Context: an optimization exercise on an open-source flow, tuned for small area, a short achievable clock period and few clock cycles. The choices shown serve that exercise and are no tape-out recipe.
Where RTL was checked, it was by simulation tests only, not by an equivalence proof against the original.
Only the layout flow was run in run 4; the RTL was not checked for function there.
No activity file was given, so power comes from the tool's default toggle rates.

===== flow/design.v =====
module oac_core (
    input  wire        clk,
    input  wire        rst,           
    input  wire [31:0] stack_init,    
    output reg         mem_req,
    output reg         mem_we,
    output reg  [6:0]  mem_addr,
    output wire [31:0] mem_wdata,
    input  wire        mem_ready,
    input  wire [31:0] mem_rdata,
    output wire        halted,
    output wire        faulted,
    output reg  [2:0]  fault_kind,
    output wire [31:0] fault_value,
    output wire [31:0] fault_addr,
    input  wire [3:0]  dbg_idx,
    output wire [31:0] dbg_data
);
    localparam [2:0] K_OOB = 3'd2, K_OVERFLOW = 3'd3, K_UNDERFLOW = 3'd4, K_BADREG = 3'd5;
    localparam [3:0] S_F    = 4'd0,  S_O1   = 4'd1,  S_O2   = 4'd2,  S_O3   = 4'd3;
    localparam [3:0] S_SAVE = 4'd4,  S_M1   = 4'd5,  S_MRD  = 4'd6,  S_MWR  = 4'd7;
    localparam [3:0] S_PUSH = 4'd8,  S_POP1 = 4'd9,  S_POP2 = 4'd10, S_FV   = 4'd11;
    localparam [3:0] S_EXW  = 4'd12, S_FIX  = 4'd13, S_HALT = 4'd14, S_FAULT = 4'd15;
    localparam [1:0] X_NONE = 2'd0, X_ALU = 2'd1, X_INC8 = 2'd2, X_DEC8 = 2'd3;
    reg [3:0]  state;
    reg [31:0] r0, r1, r2, r3, fl, sb, st;
    reg [31:0] t;
    reg [7:0]  pc;          
    reg        tk;          
    reg [6:0]  a;           
    reg [6:0]  m7;          
    reg [4:0]  opc;         
    reg        c_sub, c_mov, c_inc;    
    reg [3:0]  ridx;        
    reg [1:0]  exk;         
    reg        ffetch;      
    reg [1:0]  fph;         
    reg        fvinc;       
    reg        rst_q;       
    reg        rph;         
    wire [31:0] w = mem_rdata;
    wire is_rr   = (opc == 5'd1) | (opc == 5'd5) | (opc == 5'd9);
    wire is_mr   = (opc == 5'd2) | (opc == 5'd6) | (opc == 5'd10);
    wire is_rm   = (opc == 5'd3) | (opc == 5'd7);
    wire is_mrm  = (opc == 5'd11);
    wire is_jmp  = (opc == 5'd14);
    wire is_jzn  = (opc == 5'd15) | (opc == 5'd16);
    wire is_jc   = (opc >= 5'd17) & (opc <= 5'd20);
    wire is_call = (opc == 5'd21);
    wire w_bad    = (w[31:4] != 28'd0) | (w[3] & (w[2:0] != 3'd0));
    wire w_oob    = (w[31:7] != 25'd0);
    wire w_hi0    = (w[31:5] == 27'd0);
    wire w_valid  = w_hi0 & (w[4:0] != 5'd0) & (w[4:0] <= 5'd22);
    wire w_mr     = (w[4:0] == 5'd2) | (w[4:0] == 5'd6) | (w[4:0] == 5'd10);
    wire w_ret    = (w[4:0] == 5'd22);
    wire w_is4    = (w[3:0] == 4'd4);
    wire [7:0] pcx = tk ? t[7:0] : pc;                   
    wire pc_oob   = tk ? (t[31:7] != 25'd0) : pc[7];
    wire st_oob   = (st[31:7] != 25'd0);
    wire p_ok     = (&st) | (~st_oob & ~(&st[6:0]));    
    wire [7:0] pc1 = pcx + 8'd1;
    wire [7:0] pc2 = pc + 8'd2;
    wire jcond = (opc[0] ? fl[0] : fl[1]);               
    wire vf    = (state == S_O1) & is_jzn & ~pc[7] & ~jcond;
    wire fetch = (state == S_F) | vf;
    reg  [31:0] dbg_r;
    always @(*) begin
        case (dbg_idx)
            4'd0: dbg_r = r0;
            4'd1: dbg_r = r1;
            4'd2: dbg_r = r2;
            4'd3: dbg_r = r3;
            4'd4: dbg_r = {24'd0, pc};
            4'd5: dbg_r = t;
            4'd6: dbg_r = fl;
            4'd7: dbg_r = sb;
            default: dbg_r = st;
        endcase
    end
    assign dbg_data = dbg_r;
    wire        fpc = (state == S_FAULT) & fph[1];     
    wire [1:0]  k = (state == S_FAULT) ? 2'd0 : c_inc ? 2'd1 : is_jc ? 2'd3 : 2'd2;
    wire [7:0]  pc_stmt = {1'b0, a} + {6'd0, k};        
    reg  [31:0] pv;
    always @(*) begin
        case (ridx)
            4'd0: pv = r0;
            4'd1: pv = r1;
            4'd2: pv = r2;
            4'd3: pv = r3;
            4'd4: pv = {24'd0, (fpc) ? pc : pc_stmt};
            4'd5: pv = {27'd0, opc};
            4'd6: pv = fl;
            4'd7: pv = sb;
            default: pv = st;
        endcase
    end
    assign fault_value = t;
    assign fault_addr  = sb;
    reg zp, ip, iq, cin;
    reg [1:0] qs;              
    wire [31:0] alu_p = zp ? 32'd0 : (pv ^ {32{ip}});
    wire [31:0] alu_q = (qs == 2'd1) ? t : (qs == 2'd2) ? w : (qs == 2'd3) ? stack_init : 32'd0;
    wire [31:0] alu_b = alu_q ^ {32{iq}};
    wire [31:0] res   = alu_p + alu_b + {31'd0, cin};
    wire        res_z = (res == 32'd0);
    wire        res_n = res[31];
    wire        lt    = res_n ^ ((pv[31] ^ t[31]) & (res_n ^ pv[31]));    
    wire taken = (opc == 5'd17) ?  res_z :
                 (opc == 5'd18) ? ~res_z :
                 (opc == 5'd19) ? (~res_z & ~res_n) : res_n;
    reg        fault_now;
    reg        fv_st;         
    reg [2:0]  fk_now;
    always @(*) begin
        mem_req  = 1'b0;
        mem_we   = 1'b0;
        mem_addr = pcx[6:0];
        fault_now = 1'b0;
        fk_now   = K_OOB;
        fv_st    = 1'b0;
        zp = 1'b0; ip = 1'b0; iq = 1'b0; cin = 1'b0; qs = 2'd0;
        case (state)
            S_F: begin
                if (pc_oob) fault_now = 1'b1; else mem_req = 1'b1;
                case (exk)
                    X_ALU:  begin                      
                        zp = c_mov;
                        qs = c_inc ? 2'd0 : 2'd1;
                        iq = c_sub; cin = c_sub | c_inc;
                    end
                    X_INC8: cin = 1'b1;                
                    X_DEC8: iq = 1'b1;
                    default: ;
                endcase
            end
            S_O1: begin
                if (vf) begin
                    mem_addr = pc1[6:0];
                    if (pc1[7]) fault_now = 1'b1; else mem_req = 1'b1;
                end else begin
                    if (pc[7]) fault_now = 1'b1; else mem_req = 1'b1;
                end
            end
            S_O2: begin                                
                if (pc[7]) fault_now = 1'b1; else mem_req = 1'b1;
            end
            S_O3: begin                                
                if (pc[7]) fault_now = 1'b1; else mem_req = 1'b1;
                qs = 2'd1; ip = 1'b1; cin = 1'b1;
            end
            S_SAVE: begin
                mem_we = 1'b1; mem_addr = st[6:0]; fv_st = 1'b1;
                if (st_oob) fault_now = 1'b1; else mem_req = 1'b1;
            end
            S_M1: begin                                
                if (pc[7]) fault_now = 1'b1; else mem_req = 1'b1;
            end
            S_MRD: begin                               
                mem_addr = m7; mem_req = 1'b1;
                qs = 2'd2; ip = c_sub; cin = c_sub;
            end
            S_MWR: begin
                mem_addr = m7; mem_req = 1'b1; mem_we = 1'b1;
            end
            S_PUSH: begin
                mem_we = 1'b1; mem_addr = st[6:0]; fv_st = 1'b1;
                if (st[31]) begin
                    fault_now = 1'b1; fk_now = K_OVERFLOW;
                end else if (st_oob) fault_now = 1'b1;
                else mem_req = 1'b1;
            end
            S_POP1: ;                                  
            S_POP2: begin
                mem_addr = st[6:0] + 7'd1;
                mem_req = p_ok;
                qs = 2'd1; iq = 1'b1; cin = 1'b1;
            end
            S_FV: cin = (fault_kind == K_OOB);         
            S_EXW: begin
                zp = c_mov;
                qs = c_inc ? 2'd0 : 2'd1;
                iq = c_sub; cin = c_sub | c_inc;
            end
            S_FIX: begin
                zp = 1'b1; qs = 2'd1; cin = 1'b1;      
            end
            S_FAULT: begin
                if (fph[1]) cin = fvinc;               
                else begin                             
                    zp = ffetch; qs = {1'b0, ffetch};
                end
            end
            default: ;
        endcase
        if (rst_q) begin                               
            zp = 1'b1; ip = 1'b0; iq = 1'b0; cin = 1'b0;
            qs = rph ? 2'd3 : 2'd0;
        end
    end
    assign mem_wdata = (state == S_MWR) ? t : {24'd0, pc};
    assign halted  = (state == S_HALT);
    assign faulted = (state == S_FAULT) & (fph == 2'd0);
    wire done = mem_req & mem_ready;
    reg        we;           
    reg [3:0]  widx;
    reg        setf;         
    always @(*) begin
        we = 1'b0; widx = ridx; setf = 1'b0;
        case (state)
            S_F: case (exk)
                X_ALU:  begin we = 1'b1; setf = ~c_mov; end
                X_INC8, X_DEC8: we = 1'b1;             
                default: ;
            endcase
            S_EXW: setf = ~c_mov;
            S_O3:  if (done) setf = 1'b1;
            S_MRD: if (done & is_rm) setf = 1'b1;
            S_FAULT: if (fph == 2'd1) begin we = 1'b1; widx = 4'd7; end
            default: ;
        endcase
    end
    wire clr = rst_q & ~rph;
    wire ld  = rst_q & rph;
    wire wr  = we & ~rst_q;
    always @(posedge clk) begin
        rst_q <= rst;
        rph   <= rst & ~rph;
        if ((wr & (widx == 4'd0)) | clr) r0 <= res;
        if ((wr & (widx == 4'd1)) | clr) r1 <= res;
        if ((wr & (widx == 4'd2)) | clr) r2 <= res;
        if ((wr & (widx == 4'd3)) | clr) r3 <= res;
        if ((wr & (widx == 4'd7)) | ld)  sb <= res;
        if ((wr & (widx == 4'd8)) | ld)  st <= res;
        if ((wr & (widx == 4'd6)) | clr) fl <= res;
        else if (setf & ~rst_q)          fl <= {fl[31:2], res_n, res_z};
    end
    always @(posedge clk) begin
        if (rst) begin
            state <= S_F;
            pc    <= 8'd0;
            tk    <= 1'b0;
            exk   <= X_NONE;
        end else begin
            if (state == S_F) exk <= X_NONE;
            if (fetch) a <= vf ? pc1[6:0] : pcx[6:0];
            if (fault_now) begin
                state      <= S_FAULT;
                fault_kind <= fk_now;
                ffetch     <= fetch;
                fvinc      <= vf;
                if ((state == S_F) & tk) begin         
                    fph  <= 2'd1; ridx <= 4'd4;
                end else begin
                    fph  <= 2'd2; ridx <= fv_st ? 4'd8 : 4'd4;
                end
            end else if (fetch) begin
                if (done) begin
                    t     <= w;
                    opc   <= w[4:0];
                    c_sub <= w_hi0 & (w[4:0] >= 5'd5) & (w[4:0] <= 5'd8);
                    c_mov <= w_hi0 & (w[4:0] >= 5'd9) & (w[4:0] <= 5'd12);
                    c_inc <= w_hi0 & (w[4:0] == 5'd13);
                    tk    <= 1'b0;
                    if (w_ret) ridx <= 4'd7;
                    if (~w_valid) begin
                        state <= S_HALT;
                        pc    <= vf ? pc1 : pcx;
                    end else begin
                        pc    <= vf ? pc2 : pc1;
                        state <= w_ret ? S_POP1 : w_mr ? S_SAVE : S_O1;
                    end
                end else if (vf) begin
                    state <= S_F;                      
                    pc    <= pc1;
                end
            end else begin
                case (state)
                    S_O1: if (done) begin
                        ridx <= w[3:0];
                        t    <= w;
                        if ((is_rr | is_rm | is_mrm | is_jc | c_inc) & w_bad) begin
                            state <= S_FAULT; fault_kind <= K_BADREG; ffetch <= 1'b0;
                            fph <= 2'd1; ridx <= 4'd4;
                        end else if (is_jmp | is_jzn) begin
                            tk <= 1'b1; state <= S_F;
                        end else if (c_inc) begin
                            if (w_is4) state <= S_EXW;
                            else begin
                                pc <= pc1; state <= S_F; exk <= X_ALU;
                            end
                        end else begin
                            pc <= pc1;
                            state <= (is_rm | is_mrm) ? S_SAVE :
                                     is_call ? S_PUSH : S_O2;
                        end
                    end
                    S_O2: if (done) begin
                        ridx <= w[3:0];
                        if (is_rr | is_jc) t <= res;
                        if (w_bad) begin
                            t <= w;
                            state <= S_FAULT; fault_kind <= K_BADREG; ffetch <= 1'b0;
                            fph <= 2'd1; ridx <= 4'd4;
                        end else if (is_jc) begin
                            pc <= pc1; state <= S_O3;
                        end else if (w_is4) begin
                            state <= S_EXW;
                        end else begin
                            pc <= pc1; state <= S_F; exk <= X_ALU;
                        end
                    end
                    S_O3: if (done) begin
                        t     <= w;
                        tk    <= taken;
                        pc    <= pc1;
                        state <= S_F;
                    end
                    S_SAVE: if (done) state <= S_M1;
                    S_M1: if (done) begin
                        m7 <= w[6:0];
                        t  <= (is_mrm & ~w_oob) ? res : w;
                        if (w_oob) begin
                            state <= S_FAULT; fault_kind <= K_OOB; ffetch <= 1'b0;
                            fph <= 2'd1; ridx <= 4'd4;
                        end else if (is_mr) begin
                            pc <= pc1; state <= S_MRD;
                        end else
                            state <= is_rm ? S_MRD : S_MWR;
                    end
                    S_MRD: if (done) begin
                        t     <= is_rm ? res : w;
                        state <= is_rm ? S_MWR : S_O2;
                    end
                    S_MWR: if (done) begin
                        if (m7 == st[6:0]) state <= S_FIX;    
                        else begin
                            pc <= pc1; state <= S_F;
                        end
                    end
                    S_PUSH: if (done) begin                   
                        tk    <= 1'b1;
                        exk   <= X_DEC8; ridx <= 4'd8;
                        state <= S_F;
                    end
                    S_POP1: begin
                        t     <= res;
                        ridx  <= 4'd8;
                        state <= S_POP2;
                    end
                    S_POP2: begin
                        if (done) begin
                            t   <= w;
                            tk  <= 1'b1;
                            exk <= X_INC8;
                        end
                        if (~lt) begin
                            state <= S_FV; fault_kind <= K_UNDERFLOW;
                        end else if (~p_ok) begin
                            state <= S_FV; fault_kind <= K_OOB;
                        end else if (done)
                            state <= S_F;
                    end
                    S_FV: begin
                        t <= res; state <= S_FAULT; ffetch <= 1'b0;
                        fph <= 2'd1; ridx <= 4'd4;
                    end
                    S_EXW: begin
                        t <= res; state <= S_FIX;
                    end
                    S_FIX: begin
                        t     <= res;
                        tk    <= 1'b1;
                        state <= S_F;
                    end
                    S_FAULT: begin
                        if (fph == 2'd2) begin
                            t <= res; ridx <= 4'd4;
                        end
                        if (fph != 2'd0) fph <= fph - 2'd1;
                    end
                    default: ;
                endcase
            end
        end
    end
endmodule

===== flow/flow/run.sh =====
#!/bin/bash
# Standard layout, with plain buf_1 cells as the port buffers (ORFS otherwise
# picks clkdlybuf4s50_1, a slow delay cell), and timing repair aiming at a setup slack of 7 ns. Each ORFS step keeps its
# own log under orfs/logs; make's output goes to flow_make.log.
set -euo pipefail
bash standard.sh "BUFFER_PORTS_ARGS=-buffer_cell sky130_fd_sc_hd__buf_1" "SETUP_SLACK_MARGIN=7" finish > flow_make.log 2>&1

===== flow/standard.sh =====
#!/bin/bash
# synth_recipe.tcl (not shown) runs the flow's synth.tcl, then flattens the netlist and writes it again
# the make line also repeats each setting of config.mk as NAME=value (left out here)
make -C /OpenROAD-flow-scripts/flow DESIGN_CONFIG=/design/flow/config.mk WORK_HOME=/design/flow/orfs CLKGATE_MAP_FILE= SYNTH_SCRIPT=/design/flow/synth_recipe.tcl "${@:-finish}"

===== flow/config.mk =====
export PLATFORM = sky130hd
export DESIGN_NAME = oac_core
export DESIGN_NICKNAME = oac_core
export VERILOG_FILES = /design/flow/design.v
export SDC_FILE = /design/flow/constraint.sdc
export NUM_CORES = 4
export LEC_CHECK = 0
export CAP_MARGIN = 20
export CORE_MARGIN = 2
export CORE_UTILIZATION = 40
export SETUP_SLACK_MARGIN = 5
export SLEW_MARGIN = 20
export TNS_END_PERCENT = 0

===== flow/constraint.sdc =====
create_clock -name core_clock -period 12.0 [get_ports {clk}]
set_input_delay 2.4000 -clock core_clock [delete_from_list [all_inputs] [get_ports {clk}]]
set_output_delay 2.4000 -clock core_clock [all_outputs]
set_load 0.01 [all_outputs]

==> qor.txt, run 1 <==
status = finished clean
Leakage = 8.83 nW
Top Ports = 213
area grow syn2layout = 19.2%
cell area after synthesis = 20,600 µm²
layout cells sized above 1 = 0.132
CTS Buf Count = 38
Total GRT Usage = 0.348
Mean Syn Cell Area = 9.71 µm²
Synth top area share = 0.421
antenna violations before repair = 2
Synth area leaders = edfxtp_1 (42%), a22oi_1 (5.0%), xnor2_1 (3.8%)
DRC violations left = 0
core area = 51,100 µm²
via count = 20,700
first-pass GRT wire length = 136,000 µm
Post-synth top flop = edfxtp_1
Tmin final = 6.40 ns
final worst path period share = 0.533
RSZ-0062 raised after global routing = yes
global route hottest layer = met2
WL per Instance = 31.4 µm
max cap viols = 0
most frequent cells in the layout = edfxtp_1 (289), buf_1 (203), nand2_1 (173), nor2_1 (165), a22oi_1 (136)
area of the multi-input gates = 11,200 µm²
Routed Antenna Nets = 0
worst vdd ir = 151 µV
post-synthesis sequential area ratio = 0.437
WP data arrival = 4.00 ns
WS Path Type = in2out
#FFs+latches synth = 306
most common cell after layout, fill and taps aside = edfxtp_1
Post-synth ARST share = 0
Antenna diodes = 0
TritonCTS Sinks = 306
GR Layer Usage met2 = 0.557
setup violators final = 0
vias in the first global route = 19,400
# rows = 83
Die X-Extent = 231 µm
Initial Util = 0.404
Pins Over Slew Limit = 0
Netlist cell types = 82
Slew @ Worst Pin = 1.09 ns
Die Ht = 231 µm
root buf cell = clkbuf_16
later-pin clock latency in the skew report = 0.58 ns
Initial DRT Pass Iterations = 10
gpl congestion = 1.05
routed wire length = 95,500 µm
Worst Skew = 0.0127 ns
Detailed Place HPWL = 64,800 µm
Hold Vio Cnt, Final = 0
GR Util met3 = 0.0480
fill cell count = 4,834
Power per Cell Area = 296 nW/µm²
crit path capture type = output port
CTS tree = built
CP max FO = 22
storage element area = 9020 µm²
worst hold path class = reg2reg
H-tree depth = 2
gr ovfl total = 0
fin worst setup slack = 5.60 ns
Req. time, crit path = 9.60 ns
fmax = 0.156 GHz
largest net degree at the start of global routing = 53
Yosys Warn Count = 1
Clock transition at path regs = 0.06 ns
die area = 53,400 µm²
Post-synth EDFFs = 289
Startpoint Class = primary input
Post-Syn Instances = 2,123
setup_tns = 0 ns
area leader, netlist = edfxtp_1
vias per std cell = 6.80
Iter 0 DRT Violations = 3,030
Final nets = 2,452
clock buffer depth = 3
GR Util met1 = 0.440
# port buffers = 212
Post-CTS Hold Fix Bufs = 0
Synth Net Count = 2,240
worst slack at placement = 4.80 ns
Slew HR = 0.270
[flip-flops by register name, summed over array words and instances (netlist names), 32 cells and up]
signal  cells
st         32
t          32
r0         32
r2         32
r1         32
fl         32
sb         32
r3         32
[logic make-up (layout without fill, tap and decap cells)]
family / Yosys count / count (layout) / synth area share
xor gates and xnor gates: 125 / 125 / 0.0531
adders and majority gates: 48 / 48 / 0.0300
DFF: 306 / 306 / 0.437
buffers and inverters: 203 / 445 / 0.0383
AOI/OAI and AO/OA: 663 / 663 / 0.228
and+or+nand+nor: 666 / 666 / 0.156
muxes: 112 / 112 / 0.0574
[cell type report]
| type | count | area share |
|---|---|---|
| Tap cell | 680 | 0.0346 |
| Clock buffer | 42 | 0.0393 |
| Clock inverter | 28 | 0.0103 |
| Timing Repair Buffer | 330 | 0.0857 |
| Multi-Input combinational cell | 1614 | 0.456 |
| Inverter | 45 | 0.00687 |
| Sequential cell | 306 | 0.367 |
[Yosys cell counts (15+ instances only)]
master,count
clkbuf_1,122
a221oi_1,27
nor2_1,176
nand2_1,177
nor3_1,45
mux2i_1,64
ha_1,43
a22oi_1,136
a211oi_1,21
nand2b_1,15
nor4_1,26
o21ai_0,102
dfxtp_1,17
a222oi_1,68
a221o_1,15
xor2_1,36
nand4_1,22
o211ai_1,18
edfxtp_1,289
o22ai_1,48
and2_1,26
xnor2_1,89
a21oi_1,114
buf_1,21
nand3_1,71
nor2b_1,16
and3_1,38
mux2_2,47
inv_1,44
[report_power, final]
part	internal [W]	switching, W
Clock	0.000636	0.000509
Sequential	0.00185	0.000485
Combinational	0.00123	0.00256
[per-stage QoR]
| step | util | power, W | hold WS (ns) | cell area, µm² | std cells |
|---|---|---|---|---|---|
| 2_1_floorplan | - | 0.00427 | 0.398 | 20700 | 2123 |
| 3_3_place_gp | 0.438 | 0.00584 | 0.409 | 22400 | 2935 |
| 3_5_place_dp | 0.439 | 0.00587 | 0.421 | 22400 | 2937 |
| 4_1_cts | 0.477 | 0.00708 | 0.435 | 24300 | 3036 |
| 5_1_grt | 0.481 | 0.00753 | 0.463 | 24600 | 3045 |
| 6_report | 0.481 | 0.00727 | 0.454 | 24600 | 3045 |
[final timing paths]
kind                                   endpoint  cells after the start  slack (ns)              from
worst max-delay path                dbg_data[8]                      9        5.60        dbg_idx[0]
worst min-delay path                rph$_DFF_P_                      1        0.45       rph$_DFF_P_
worst max register to register  tk$_SDFFE_PP0P_                     27        5.73  opc[0]$_DFFE_PP_
worst min register to register      rph$_DFF_P_                      1        0.45       rph$_DFF_P_
[timing repair]
| item | CTS | global route |
|---|---|---|
| endpoints found under the hold margin | 0 | 0 |
| pin swaps | 19 | 16 |
| gates resized for setup | 84 | 36 |
| gates cloned | 8 | 0 |
| setup buffers | 21 | 9 |
| endpoints found under the setup margin | 352 | 342 |
[critical path: stages]
cell,delay [ns]
buf_8,0.10
buf_12,0.14
nand2_2,0.12
nor2_4,0.08
buf_12,0.17
a222oi_1,0.43
nand3_1,0.12
mux2_2,0.30
buf_1,0.14
[per-layer routing]
metal | up-vias | part of all wire
met5 | - | 0
met3 | 354 | 0.094
met2 | 1559 | 0.46
li1 | 8742 | -
met1 | 10100 | 0.37
met4 | 0 | 0.077
Testbench counts, summed over its fixed seeds: cycles 40,193.
==> run 2: changes to the inputs <==
--- a/flow/config.mk
+++ b/flow/config.mk
@@ -8,6 +8,8 @@
 export CAP_MARGIN = 20
 export CORE_MARGIN = 2
 export CORE_UTILIZATION = 40
+export CTS_BUF_LIST = sky130_fd_sc_hd__clkbuf_8
+export CTS_CLUSTER_SIZE = 20
 export SETUP_SLACK_MARGIN = 5
 export SLEW_MARGIN = 20
 export TNS_END_PERCENT = 0
==> qor.txt, run 2 <==
routed wl met2 = 43,000 µm (was 43,600 µm)
antenna violations before repair = 2 (unchanged)
RSZ-0062 raised after global routing = yes (unchanged)
crit path capture type = output port (unchanged)
Final nets = 2,471 (was 2,452)
DRC violations left = 0 (unchanged)
clock buffer depth = 3 (unchanged)
post-synthesis sequential area ratio = 0.437 (unchanged)
die area = 53,400 µm² (unchanged)
Pins Over Slew Limit = 0 (unchanged)
Detailed Place HPWL = 64,800 µm (unchanged)
Slew @ Worst Pin = 1.16 ns (was 1.09 ns)
Total GRT Usage = 0.347 (was 0.348)
final core occ = 0.477 (was 0.481)
WL per Instance = 31.1 µm (was 31.4 µm)
WP data arrival = 4.00 ns (about the same)
Worst Skew = 0.0327 ns (was 0.0127 ns)
cell area after synthesis = 20,600 µm² (unchanged)
Tmin final = 6.40 ns (about the same)
fmax = 0.156 GHz (about the same)
max cap viols = 0 (unchanged)
later-pin clock latency in the skew report = 0.70 ns (was 0.58 ns)
Top Ports = 213 (unchanged)
#FFs+latches synth = 306 (unchanged)
Post-synth ARST share = 0 (unchanged)
Iter 0 DRT Violations = 3,199 (was 3,030)
fill cell count = 4,877 (was 4,834)
area grow syn2layout = 18.1% (was 19.2%)
Synth Net Count = 2,240 (unchanged)
Synth top area share = 0.421 (unchanged)
status = finished clean (unchanged)
Req. time, crit path = 9.60 ns (about the same)
most common cell in the netlist = edfxtp_1 (unchanged)
Synth area leaders = edfxtp_1 (42%), a22oi_1 (5.0%), xnor2_1 (3.8%) (unchanged)
Clock transition at path regs = 0.06 ns (about the same)
Post-Syn Instances = 2,123 (unchanged)
gr ovfl total = 0 (unchanged)
r2r worst-path depth = 27 (unchanged)
setup_tns = 0 ns (unchanged)
H-tree depth = 2 (unchanged)
most common cell after layout, fill and taps aside = edfxtp_1 (unchanged)
commonest cells in the netlist = edfxtp_1 (289), nand2_1 (177), nor2_1 (176) (unchanged)
CTS Buf Count = 55 (was 38)
worst r2r dst = tk$_SDFFE_PP0P_ (unchanged)
root buf cell = clkbuf_8 (was clkbuf_16)
metal3 WL = 9320 µm (was 8990 µm)
Hold Crit Endpoint = rph$_DFF_P_ (unchanged)
worst r2r src = opc[0]$_DFFE_PP_ (unchanged)
Yosys Warn Count = 1 (unchanged)
CTS tree = built (unchanged)
Leakage = 8.82 nW (was 8.83 nW)
setup violators final = 0 (unchanged)
Post-Route M1 WL = 35,500 µm (about the same)
worst hold path class = reg2reg (unchanged)
layout cells sized above 1 = 0.135 (was 0.132)
most frequent cells in the layout = edfxtp_1 (289), buf_1 (203), nand2_1 (173), nor2_1 (165), a22oi_1 (136) (unchanged)
worst vdd ir = 143 µV (was 151 µV)
Die X-Extent = 231 µm (unchanged)
Initial Util = 0.404 (unchanged)
area leader, netlist = edfxtp_1 (unchanged)
WS Path Type = in2out (unchanged)
gpl congestion = 1.05 (unchanged)
routed wire length = 95,500 µm (unchanged)
# port buffers = 212 (unchanged)
Netlist cell types = 82 (unchanged)
Antenna diodes = 0 (unchanged)
largest net degree at the start of global routing = 53 (unchanged)
Initial DRT Pass Iterations = 10 (unchanged)
Post-synth EDFFs = 289 (unchanged)
Startpoint Class = primary input (unchanged)
Hold Path Cell Cnt = 1 (unchanged)
vias per std cell = 6.77 (was 6.80)
core area = 51,100 µm² (unchanged)
Die Ht = 231 µm (unchanged)
via count = 20,800 (was 20,700)
Post-synth top flop = edfxtp_1 (unchanged)
first-pass GRT wire length = 136,000 µm (about the same)
TritonCTS Sinks = 306 (unchanged)
Post-CTS Hold Fix Bufs = 0 (unchanged)
Power per Cell Area = 291 nW/µm² (was 296 nW/µm²)
CP max FO = 19 (was 22)
Min-Delay Startpoint = rph$_DFF_P_ (unchanged)
DR top layer = met4 (unchanged)
Routed Antenna Nets = 0 (unchanged)
# rows = 83 (unchanged)
final worst path period share = 0.533 (about the same)
vias in the first global route = 19,600 (was 19,400)
Hold Vio Cnt, Final = 0 (unchanged)
worst reg-to-reg setup slack = 5.68 ns (was 5.73 ns)
Slew HR = 0.223 (was 0.270)
Mean Syn Cell Area = 9.71 µm² (unchanged)
[run 2: cell counts after synthesis]
No cell type changed its count.
[run 2: area by class of cell]
type                    count  area [µm²]  share of cell area
clock buffers              56         771              0.0316
inverters                  45         169             0.00694
multi-input cells        1614       11200               0.459
well taps                 680         851              0.0349
clock inverters            40         246              0.0101
repair buffers            332        2110              0.0866
flip-flops and latches    306        9020               0.370
[run 2: report_power, final]
group / total [W] / switching, W / leakage (nW) / internal [W]
registers: 0.00233 / 0.000481 / 2.93 / 0.00185
clock network: 0.000975 / 0.000494 / 0.564 / 0.000480
logic: 0.00379 / 0.00256 / 5.32 / 0.00123
total: 0.00710 / 0.00354 / 8.82 / 0.00356
[run 2: logic make-up (layout without fill, tap and decap cells)]
family          after synthesis  in the layout  share of synthesized area
fa+ha+maj                    48             48                     0.0300
compound gates              663            663                      0.228
xor+xnor                    125            125                     0.0531
simple gates                666            666                      0.156
mux                         112            112                     0.0574
buf+inv                     203            473                     0.0383
flops                       306            306                      0.437
[run 2: how the worst max path moves through the flow]
stage / start / endpoint / slack [ns] / cells past startpoint
finish: dbg_idx[1] / dbg_data[11] / 5.60 / 9
global route: opc[0]$_DFFE_PP_ / tk$_SDFFE_PP0P_ / 5.51 / 27
CTS: dbg_idx[0] / dbg_data[3] / 5.65 / 10
detailed placement: mem_rdata[0] / tk$_SDFFE_PP0P_ / 4.80 / 17
global placement: mem_rdata[0] / tk$_SDFFE_PP0P_ / 4.83 / 17
floorplan: mem_rdata[0] / tk$_SDFFE_PP0P_ / 5.65 / 17
[run 2: worst max-delay path, cell delays in order]
cell	delay (ns)
buf_8	0.10
buf_12	0.14
nand2b_1	0.20
nor3_2	0.24
buf_6	0.30
a22oi_1	0.10
nand3_1	0.11
mux2_2	0.22
buf_1	0.16
[run 2: layer usage]
| metal | global-route usage | up-vias |
|---|---|---|
| li1 | - | 8791 |
| met1 | 0.439 | 10100 |
| met2 | 0.550 | 1560 |
| met3 | 0.0517 | 363 |
| met4 | 0.237 | 0 |
| met5 | 0 | - |
[run 2: what timing repair did]
action                                  CTS  global route
endpoints found under the setup margin  349           341
pin swaps                                17            15
resized for setup                        81            32
buffers inserted                         19            14
cloned                                    7             0
[run 2: metrics by stage]
stage                     instances  power [W]  hold WS, ns  area [µm²]  setup slack, ns
final                          3073    0.00710        0.463       24400             5.60
after floorplan                2123    0.00427        0.398       20700             5.65
after global placement         2935    0.00584        0.409       22400             4.83
after global routing           3073    0.00736        0.464       24400             5.51
after CTS                      3059    0.00691        0.436       24100             5.65
after detailed placement       2937    0.00587        0.421       22400             4.80
==> run 3: changes to the inputs <==
--- a/flow/config.mk
+++ b/flow/config.mk
@@ -8,8 +8,7 @@
 export CAP_MARGIN = 20
 export CORE_MARGIN = 2
 export CORE_UTILIZATION = 40
-export CTS_BUF_LIST = sky130_fd_sc_hd__clkbuf_8
-export CTS_CLUSTER_SIZE = 20
+export CTS_BUF_LIST = sky130_fd_sc_hd__clkbuf_4
 export SETUP_SLACK_MARGIN = 5
 export SLEW_MARGIN = 20
 export TNS_END_PERCENT = 0
==> qor.txt, run 3 <==
Final nets = 2,498 (was 2,471)
layout cells sized above 1 = 0.159 (was 0.135)
DRC violations left = 0 (unchanged)
setup violators final = 0 (unchanged)
Post-synth EDFFs = 289 (unchanged)
cell area after layout = 24,400 µm² (about the same)
Die Ht = 231 µm (unchanged)
gpl congestion = 1.05 (unchanged)
most frequent cells in the layout = edfxtp_1 (289), buf_1 (204), nand2_1 (172), nor2_1 (165), a22oi_1 (136) (was edfxtp_1 (289), buf_1 (203), nand2_1 (173), nor2_1 (165), a22oi_1 (136))
worst-path cell chain = buf_8 > buf_12 > nand2_2 > nor2_4 > buf_8 > a222oi_1 > nand3_1 > mux2_2 > buf_1 (was buf_8 > buf_12 > nand2b_1 > nor3_2 > buf_6 > a22oi_1 > nand3_1 > mux2_2 > buf_1)
Pins Over Slew Limit = 0 (unchanged)
Reg power frac = 0.329 (was 0.328)
area grow syn2layout = 18.4% (was 18.1%)
most common cell in the netlist = edfxtp_1 (unchanged)
Iter 0 DRT Violations = 3,128 (was 3,199)
Hold Vio Cnt, Final = 0 (unchanged)
Crit. Startpoint = dbg_idx[0] (was dbg_idx[1])
Startpoint Class = primary input (unchanged)
Comb power frac = 0.534 (about the same)
Switching Power = 0.00353 W (was 0.00354 W)
WP data arrival = 3.98 ns (was 4.00 ns)
later-pin clock latency in the skew report = 0.86 ns (was 0.70 ns)
final worst path period share = 0.531 (was 0.533)
Min-Delay Startpoint = rph$_DFF_P_ (unchanged)
crit path capture type = output port (unchanged)
status = finished clean (unchanged)
worst hold path class = reg2reg (unchanged)
via count = 21,100 (was 20,800)
Synth top area share = 0.421 (unchanged)
slowest CP cell = a222oi_1 (was buf_6)
Leakage = 8.89 nW (was 8.82 nW)
die area = 53,400 µm² (unchanged)
commonest cells in the netlist = edfxtp_1 (289), nand2_1 (177), nor2_1 (176) (unchanged)
Buf+Inv Stages, Crit Path = 4 (unchanged)
antenna violations before repair = 5 (was 2)
TritonCTS Sinks = 306 (unchanged)
Top Ports = 213 (unchanged)
Initial Util = 0.404 (unchanged)
CP max FO = 22 (was 19)
Post-Syn Instances = 2,123 (unchanged)
worst r2r src = ridx[3]$_DFFE_PP_ (was opc[0]$_DFFE_PP_)
Largest stage delay, worst path = 0.37 ns (was 0.30 ns)
CTS tree = built (unchanged)
most common cell after layout, fill and taps aside = edfxtp_1 (unchanged)
Post-synth ARST share = 0 (unchanged)
Post-synth top flop = edfxtp_1 (unchanged)
CTS Buf Count = 84 (was 55)
H-tree depth = 3 (was 2)
Tmin final = 6.38 ns (was 6.40 ns)
root buf cell = clkbuf_4 (was clkbuf_8)
Netlist cell types = 82 (unchanged)
routed wire length = 95,800 µm (was 95,500 µm)
Mean Syn Cell Area = 9.71 µm² (unchanged)
Int Power = 0.00357 W (was 0.00356 W)
crit-path leading delay family = buffers and inverters (unchanged)
Clock transition at path regs = 0.07 ns (was 0.06 ns)
Req. time, crit path = 9.60 ns (about the same)
post-synthesis sequential area ratio = 0.437 (unchanged)
Power per Cell Area = 291 nW/µm² (about the same)
largest net degree at the start of global routing = 53 (unchanged)
DP Area = 22,400 µm² (unchanged)
core area = 51,100 µm² (unchanged)
# port buffers = 212 (unchanged)
fmax = 0.157 GHz (was 0.156 GHz)
Routed Antenna Nets = 0 (unchanged)
# rows = 83 (unchanged)
Clock Power Share = 0.137 (about the same)
cell area after synthesis = 20,600 µm² (unchanged)
vias in the first global route = 19,900 (was 19,600)
hold_ws = 0.459 ns (was 0.463 ns)
clock buffer depth = 3 (unchanged)
sw frac = 0.497 (was 0.498)
Slew HR = 0.258 (was 0.223)
Post-CTS Hold Fix Bufs = 0 (unchanged)
vias per std cell = 6.76 (was 6.77)
most frequent CP cell = buf_8
Yosys Warn Count = 1 (unchanged)
area leader, netlist = edfxtp_1 (unchanged)
Detailed Place HPWL = 64,800 µm (unchanged)
Slew @ Worst Pin = 1.10 ns (was 1.16 ns)
#FFs+latches synth = 306 (unchanged)
WS Path Type = in2out (unchanged)
Total GRT Usage = 0.350 (was 0.347)
Initial DRT Pass Iterations = 13 (was 10)
first-pass GRT wire length = 137,000 µm (was 136,000 µm)
Synth Net Count = 2,240 (unchanged)
WL per Instance = 30.6 µm (was 31.1 µm)
Synth area leaders = edfxtp_1 (42%), a22oi_1 (5.0%), xnor2_1 (3.8%) (unchanged)
worst vdd ir = 126 µV (was 143 µV)
max cap viols = 0 (unchanged)
setup_tns = 0 ns (unchanged)
Worst Skew = 0.0897 ns (was 0.0327 ns)
Die X-Extent = 231 µm (unchanged)
RSZ-0062 raised after global routing = yes (unchanged)
gr ovfl total = 0 (unchanged)
-- run 3: cell counts after synthesis --
No cell type changed its count.
-- run 3: power by group through the flow --
stage / logic (W) / clock network [W] / registers (W)
after CTS: 0.00362 / 0.000981 / 0.00230
after detailed placement: 0.00355 / 0 / 0.00232
after global placement: 0.00353 / 0 / 0.00231
final: 0.00379 / 0.000972 / 0.00233
after floorplan: 0.00216 / 0 / 0.00212
after global routing: 0.00399 / 0.00104 / 0.00235
-- run 3: layout make-up --
type / instances / area (µm²)
clock inverter: 25 / 155
tap: 680 / 851
clock buffer: 121 / 908
antenna: 5 / 12.5
inverter: 45 / 169
multi-input combinational: 1614 / 11200
timing repair buffer: 330 / 2100
sequential: 306 / 9020
fill: 4897 / 26700
-- run 3: repair_timing --
action	CTS	global route
setup endpoints to repair	317	339
gates resized for setup	84	33
setup buffers	22	8
pin swaps	19	13
cloned	8	0
-- run 3: path summary, 6_finish.rpt --
path | end | slack, ns | cells past startpoint
worst min-delay path | rph$_DFF_P_ | 0.46 | 1
worst max-delay path | dbg_data[15] | 5.62 | 9
worst min register to register | rph$_DFF_P_ | 0.46 | 1
worst max register to register | t[16]$_DFFE_PP_ | 5.67 | 21
-- run 3: worst reg2reg max path, cell delays in order, from the launching register on --
cell and delay [ns]:
edfxtp_1 0.34, buf_6 0.37, nor2b_1 0.21, and3_1 0.23, buf_4 0.27, a22oi_1 0.20
nand2_1 0.07, a221oi_1 0.64, o21ai_0 0.25, xnor2_1 0.42, nor2_1 0.09, ha_1 0.26
a2111oi_0 0.43, o21ai_1 0.25, a21boi_0 0.41, o211ai_1 0.16, o211ai_1 0.18, o21ai_0 0.16
xnor2_1 0.44, inv_1 0.32, a22oi_1 0.24, o22ai_1 0.10
-- run 3: routing by layer --
layer	track usage	vias up	share of wire
li1	-	8882	-
met1	0.439	10200	0.37
met2	0.554	1652	0.46
met3	0.0630	369	0.10
met4	0.234	2	0.076
met5	0	-	0.00013
-- run 3: logic make-up (layout without fill, tap and decap cells) --
| kind of cell | count (synthesis) | count (layout) | synth area share |
|---|---|---|---|
| muxes | 112 | 112 | 0.0574 |
| DFF | 306 | 306 | 0.437 |
| xor gates and xnor gates | 125 | 125 | 0.0531 |
| AOI/OAI and AO/OA | 663 | 663 | 0.228 |
| adders and majority gates | 48 | 48 | 0.0300 |
| other | 0 | 5 | 0 |
| buffers and inverters | 203 | 521 | 0.0383 |
| and+or+nand+nor | 666 | 666 | 0.156 |
-- run 3: metrics by stage --
| stage | setup WS, ns | total power [W] | utilization | cells |
|---|---|---|---|---|
| global placement | 4.83 | 0.00584 | 0.438 | 2935 |
| finish | 5.62 | 0.00710 | 0.478 | 3126 |
| detailed placement | 4.80 | 0.00587 | 0.439 | 2937 |
| global route | 5.47 | 0.00738 | 0.478 | 3124 |
| floorplan | 5.65 | 0.00427 | - | 2123 |
| CTS | 5.65 | 0.00691 | 0.474 | 3113 |
==> run 4: changes to the inputs <==
--- a/flow/design.v
+++ b/flow/design.v
@@ -63,33 +63,20 @@
     wire jcond = (opc[0] ? fl[0] : fl[1]);               
     wire vf    = (state == S_O1) & is_jzn & ~pc[7] & ~jcond;
     wire fetch = (state == S_F) | vf;
-    reg  [31:0] dbg_r;
-    always @(*) begin
-        case (dbg_idx)
-            4'd0: dbg_r = r0;
-            4'd1: dbg_r = r1;
-            4'd2: dbg_r = r2;
-            4'd3: dbg_r = r3;
-            4'd4: dbg_r = {24'd0, pc};
-            4'd5: dbg_r = t;
-            4'd6: dbg_r = fl;
-            4'd7: dbg_r = sb;
-            default: dbg_r = st;
-        endcase
-    end
-    assign dbg_data = dbg_r;
+    wire        hlt = (state == S_HALT);
+    assign dbg_data = pv;
     wire        fpc = (state == S_FAULT) & fph[1];     
     wire [1:0]  k = (state == S_FAULT) ? 2'd0 : c_inc ? 2'd1 : is_jc ? 2'd3 : 2'd2;
     wire [7:0]  pc_stmt = {1'b0, a} + {6'd0, k};        
     reg  [31:0] pv;
     always @(*) begin
-        case (ridx)
+        case (hlt ? dbg_idx : ridx)
             4'd0: pv = r0;
             4'd1: pv = r1;
             4'd2: pv = r2;
             4'd3: pv = r3;
-            4'd4: pv = {24'd0, (fpc) ? pc : pc_stmt};
-            4'd5: pv = {27'd0, opc};
+            4'd4: pv = {24'd0, (fpc | hlt) ? pc : pc_stmt};
+            4'd5: pv = hlt ? t : {27'd0, opc};
             4'd6: pv = fl;
             4'd7: pv = sb;
             default: pv = st;
@@ -103,7 +90,8 @@
     wire [31:0] alu_q = (qs == 2'd1) ? t : (qs == 2'd2) ? w : (qs == 2'd3) ? stack_init : 32'd0;
     wire [31:0] alu_b = alu_q ^ {32{iq}};
     wire [31:0] res   = alu_p + alu_b + {31'd0, cin};
-    wire        res_z = (res == 32'd0);
+    wire        res_z = cin ? (~(alu_p ^ alu_b) == {alu_p[30:0] & alu_b[30:0], 1'b0})
+                            : ( (alu_p ^ alu_b) == {alu_p[30:0] | alu_b[30:0], 1'b0});
     wire        res_n = res[31];
     wire        lt    = res_n ^ ((pv[31] ^ t[31]) & (res_n ^ pv[31]));    
     wire taken = (opc == 5'd17) ?  res_z :
==> qor.txt, run 4 <==
Hold Vio Cnt, Final = 0 (unchanged)
sw frac = 0.481 (was 0.497)
Largest stage delay, worst path = 0.28 ns (was 0.37 ns)
gpl congestion = 0.977 (was 1.05)
Post-synth ARST share = 0 (unchanged)
Switching Power = 0.00345 W (was 0.00353 W)
Initial Util = 0.403 (was 0.404)
Slew HR = 0.270 (was 0.258)
max cap viols = 0 (unchanged)
Post-CTS Hold Fix Bufs = 0 (unchanged)
first-pass GRT wire length = 125,000 µm (was 137,000 µm)
Hold Path Cell Cnt = 1 (unchanged)
Pins Over Slew Limit = 0 (unchanged)
layout cells sized above 1 = 0.147 (was 0.159)
storage element area = 9020 µm² (unchanged)
Iter 0 DRT Violations = 2,551 (was 3,128)
setup_tns = 0 ns (unchanged)
Clock transition at path regs = 0.06 ns (was 0.07 ns)
Worst Skew = 0.0689 ns (was 0.0897 ns)
area leader, netlist = edfxtp_1 (unchanged)
WL per Instance = 27.8 µm (was 30.6 µm)
worst r2r src = state[3]$_SDFFE_PP0P_ (was ridx[3]$_DFFE_PP_)
CTS Buf Count = 84 (unchanged)
worst r2r dst = fault_kind[2]$_SDFFCE_PP0P_ (was t[16]$_DFFE_PP_)
Yosys Warn Count = 1 (unchanged)
root buf cell = clkbuf_4 (unchanged)
worst hold path class = reg2reg (unchanged)
final worst path period share = 0.556 (was 0.531)
later-pin clock latency in the skew report = 0.86 ns (about the same)
worst vdd ir = 172 µV (was 126 µV)
core area = 51,200 µm² (was 51,100 µm²)
Min-Delay Startpoint = rph$_DFF_P_ (unchanged)
worst-path cell chain = clkbuf_4 > nor3b_1 > a31oi_2 > nor2_4 > buf_12 > nand2_1 > o21ai_0 > a221o_1 > o22ai_1 > inv_1 > buf_1 (was buf_8 > buf_12 > nand2_2 > nor2_4 > buf_8 > a222oi_1 > nand3_1 > mux2_2 > buf_1)
r2r worst-path depth = 26 (was 21)
antenna violations before repair = 6 (was 5)
Netlist cell types = 79 (was 82)
# port buffers = 212 (unchanged)
largest net degree at the start of global routing = 45 (was 53)
worst slack at placement = 3.83 ns (was 4.80 ns)
Req. time, crit path = 9.60 ns (about the same)
fmax = 0.150 GHz (was 0.157 GHz)
area of the multi-input gates = 11,100 µm² (was 11,200 µm²)
most common cell after layout, fill and taps aside = edfxtp_1 (unchanged)
Slew @ Worst Pin = 1.09 ns (was 1.10 ns)
Clock Power Share = 0.134 (was 0.137)
Synth top area share = 0.421 (about the same)
clock buffer depth = 3 (unchanged)
area grow syn2layout = 17.8% (was 18.4%)
vias in the first global route = 18,600 (was 19,900)
via count = 19,200 (was 21,100)
Leakage = 8.93 nW (was 8.89 nW)
routed wire length = 85,600 µm (was 95,800 µm)
vias per std cell = 6.22 (was 6.76)
Post-Syn Instances = 2,087 (was 2,123)
Post-synth EDFFs = 289 (unchanged)
WS Path Type = in2out (unchanged)
commonest cells in the netlist = edfxtp_1 (289), nand2_1 (178), inv_1 (146) (was edfxtp_1 (289), nand2_1 (177), nor2_1 (176))
hold_ws = 0.465 ns (was 0.459 ns)
DRC violations left = 0 (unchanged)
Reg power frac = 0.301 (was 0.329)
most common cell in the netlist = edfxtp_1 (unchanged)
# rows = 83 (unchanged)
CTS tree = built (unchanged)
gr ovfl total = 0 (unchanged)
Tmin final = 6.67 ns (was 6.38 ns)
Int Power = 0.00372 W (was 0.00357 W)
H-tree depth = 3 (unchanged)
Pwr Total = 0.00718 W (was 0.00710 W)
Synth area leaders = edfxtp_1 (42%), ha_1 (4.5%), xnor2_1 (3.9%) (was edfxtp_1 (42%), a22oi_1 (5.0%), xnor2_1 (3.8%))
Detailed Place HPWL = 60,100 µm (was 64,800 µm)
cell area after synthesis = 20,600 µm² (about the same)
slowest CP cell = a221o_1 (was a222oi_1)
Routed Antenna Nets = 0 (unchanged)
Mean Syn Cell Area = 9.89 µm² (was 9.71 µm²)
most frequent cells in the layout = edfxtp_1 (289), buf_1 (187), nand2_1 (174), inv_1 (139), clkbuf_4 (117) (was edfxtp_1 (289), buf_1 (204), nand2_1 (172), nor2_1 (165), a22oi_1 (136))
setup violators final = 0 (unchanged)
fin worst setup slack = 5.33 ns (was 5.62 ns)
Comb power frac = 0.564 (was 0.534)
status = finished clean (unchanged)
worst reg-to-reg setup slack = 5.68 ns (was 5.67 ns)
WP data arrival = 4.27 ns (was 3.98 ns)
Die X-Extent = 231 µm (about the same)
Hold Crit Endpoint = rph$_DFF_P_ (unchanged)
Power per Cell Area = 295 nW/µm² (was 291 nW/µm²)
Top Ports = 213 (unchanged)
Startpoint Class = primary input (unchanged)
post-synthesis sequential area ratio = 0.437 (about the same)
RSZ-0062 raised after global routing = yes (unchanged)
Post-synth top flop = edfxtp_1 (unchanged)
Die Ht = 231 µm (about the same)
CP max FO = 10 (was 22)
Initial DRT Pass Iterations = 7 (was 13)
#FFs+latches synth = 306 (unchanged)
fill cell count = 4,905 (was 4,897)
Synth Net Count = 2,265 (was 2,240)
dpl cells = 2,899 (was 2,937)
Non-Filler Instances = 3,080 (was 3,126)
Total GRT Usage = 0.316 (was 0.350)
TritonCTS Sinks = 306 (unchanged)
Final nets = 2,511 (was 2,498)
die area = 53,400 µm² (about the same)
crit path capture type = output port (unchanged)
==> run 4: routing by layer <==
layer	global-route usage	wire length, µm
met1	0.407	33200
met2	0.520	40200
met3	0.0651	8580
met4	0.128	3560
met5	0	0
==> run 4: how the worst max path moves through the flow <==
stage	start	slack (ns)	cells past startpoint	end
floorplan	dbg_idx[0]	5.09	21	fault_kind[0]$_DFFE_PP_
global placement	dbg_idx[0]	3.94	22	fault_kind[0]$_DFFE_PP_
detailed placement	dbg_idx[3]	3.83	22	t[30]$_DFFE_PP_
CTS	dbg_idx[3]	5.36	11	dbg_data[20]
global route	dbg_idx[1]	5.30	11	dbg_data[2]
finish	dbg_idx[1]	5.33	11	dbg_data[2]
==> run 4: cell type report <==
type                       instances  area share
tap                              680      0.0350
timing repair buffer             295      0.0695
antenna                            7    0.000721
clock buffer                     116      0.0358
inverter                         149      0.0234
sequential                       306       0.371
clock inverter                    30     0.00777
multi-input combinational       1497       0.457
==> run 4: repair_timing <==
action	in CTS	in global routing
gates resized for setup	110	40
cloned	3	0
pin swaps	14	16
hold endpoints to repair	0	0
buffers inserted	17	8
endpoints found under the setup margin	382	375
==> run 4: power groups by stage <==
stage	logic, W	clock network, W	registers (W)
after floorplan	0.00241	0	0.00204
final	0.00405	0.000964	0.00216
after CTS	0.00392	0.000977	0.00215
after detailed placement	0.00373	0	0.00217
after global placement	0.00371	0	0.00216
after global routing	0.00434	0.00103	0.00219
==> run 4: critical path, delay by kind of cell <==
family	cells	cell delay, ns
AND/OR/NAND/NOR	3	0.32
buffers and inverters	4	0.61
AO/OA/AOI/OAI	4	0.92
==> run 4: logic make-up after synthesis <==
group | share of synthesized area
xor+xnor | 0.0658
flops | 0.437
buf+inv | 0.0528
simple gates | 0.153
mux | 0.0310
compound gates | 0.183
fa+ha+maj | 0.0780
==> run 4: through the flow <==
step / util / cell area (µm²)
final: 0.475 / 24300
after global routing: 0.475 / 24300
after CTS: 0.470 / 24100
after detailed placement: 0.438 / 22400
after global placement: 0.438 / 22400
after floorplan: - / 20800

[separate check: timing with driven ports]
Ports are ideal in the flow. The routed layouts listed here were re-timed in OpenROAD. Step 1 (the two cells are an assumption about what drives the block):
set clk [get_ports {clk}]
set_driving_cell -lib_cell sky130_fd_sc_hd__clkbuf_16 $clk
set_driving_cell -lib_cell sky130_fd_sc_hd__buf_2 [delete_from_list [all_inputs] $clk]
Step 2 times the ports against the registers' clock, not the clock port: input delays grow and output delays shrink by t, the midpoint of the rising clock arrivals with the driver on. Slacks: ideal ports / drivers / drivers and shift; pairs: ideal ports / drivers.
run	t (ns)	slack for setup (ns)	worst setup path at the end
run 1	0.635	5.601 / 5.552 / 5.101	input to register
run 2	0.744	5.600 / 5.559 / 5.041	input to register
run 3	0.875	5.622 / 5.575 / 4.875	input to register
run 4	0.879	5.332 / 5.312 / 4.519	input to register
After both steps setup and hold are still met in every run listed. The setup slack of run 4, which loses most, moves by -0.020 ns with the drivers and by -0.813 ns with both steps.
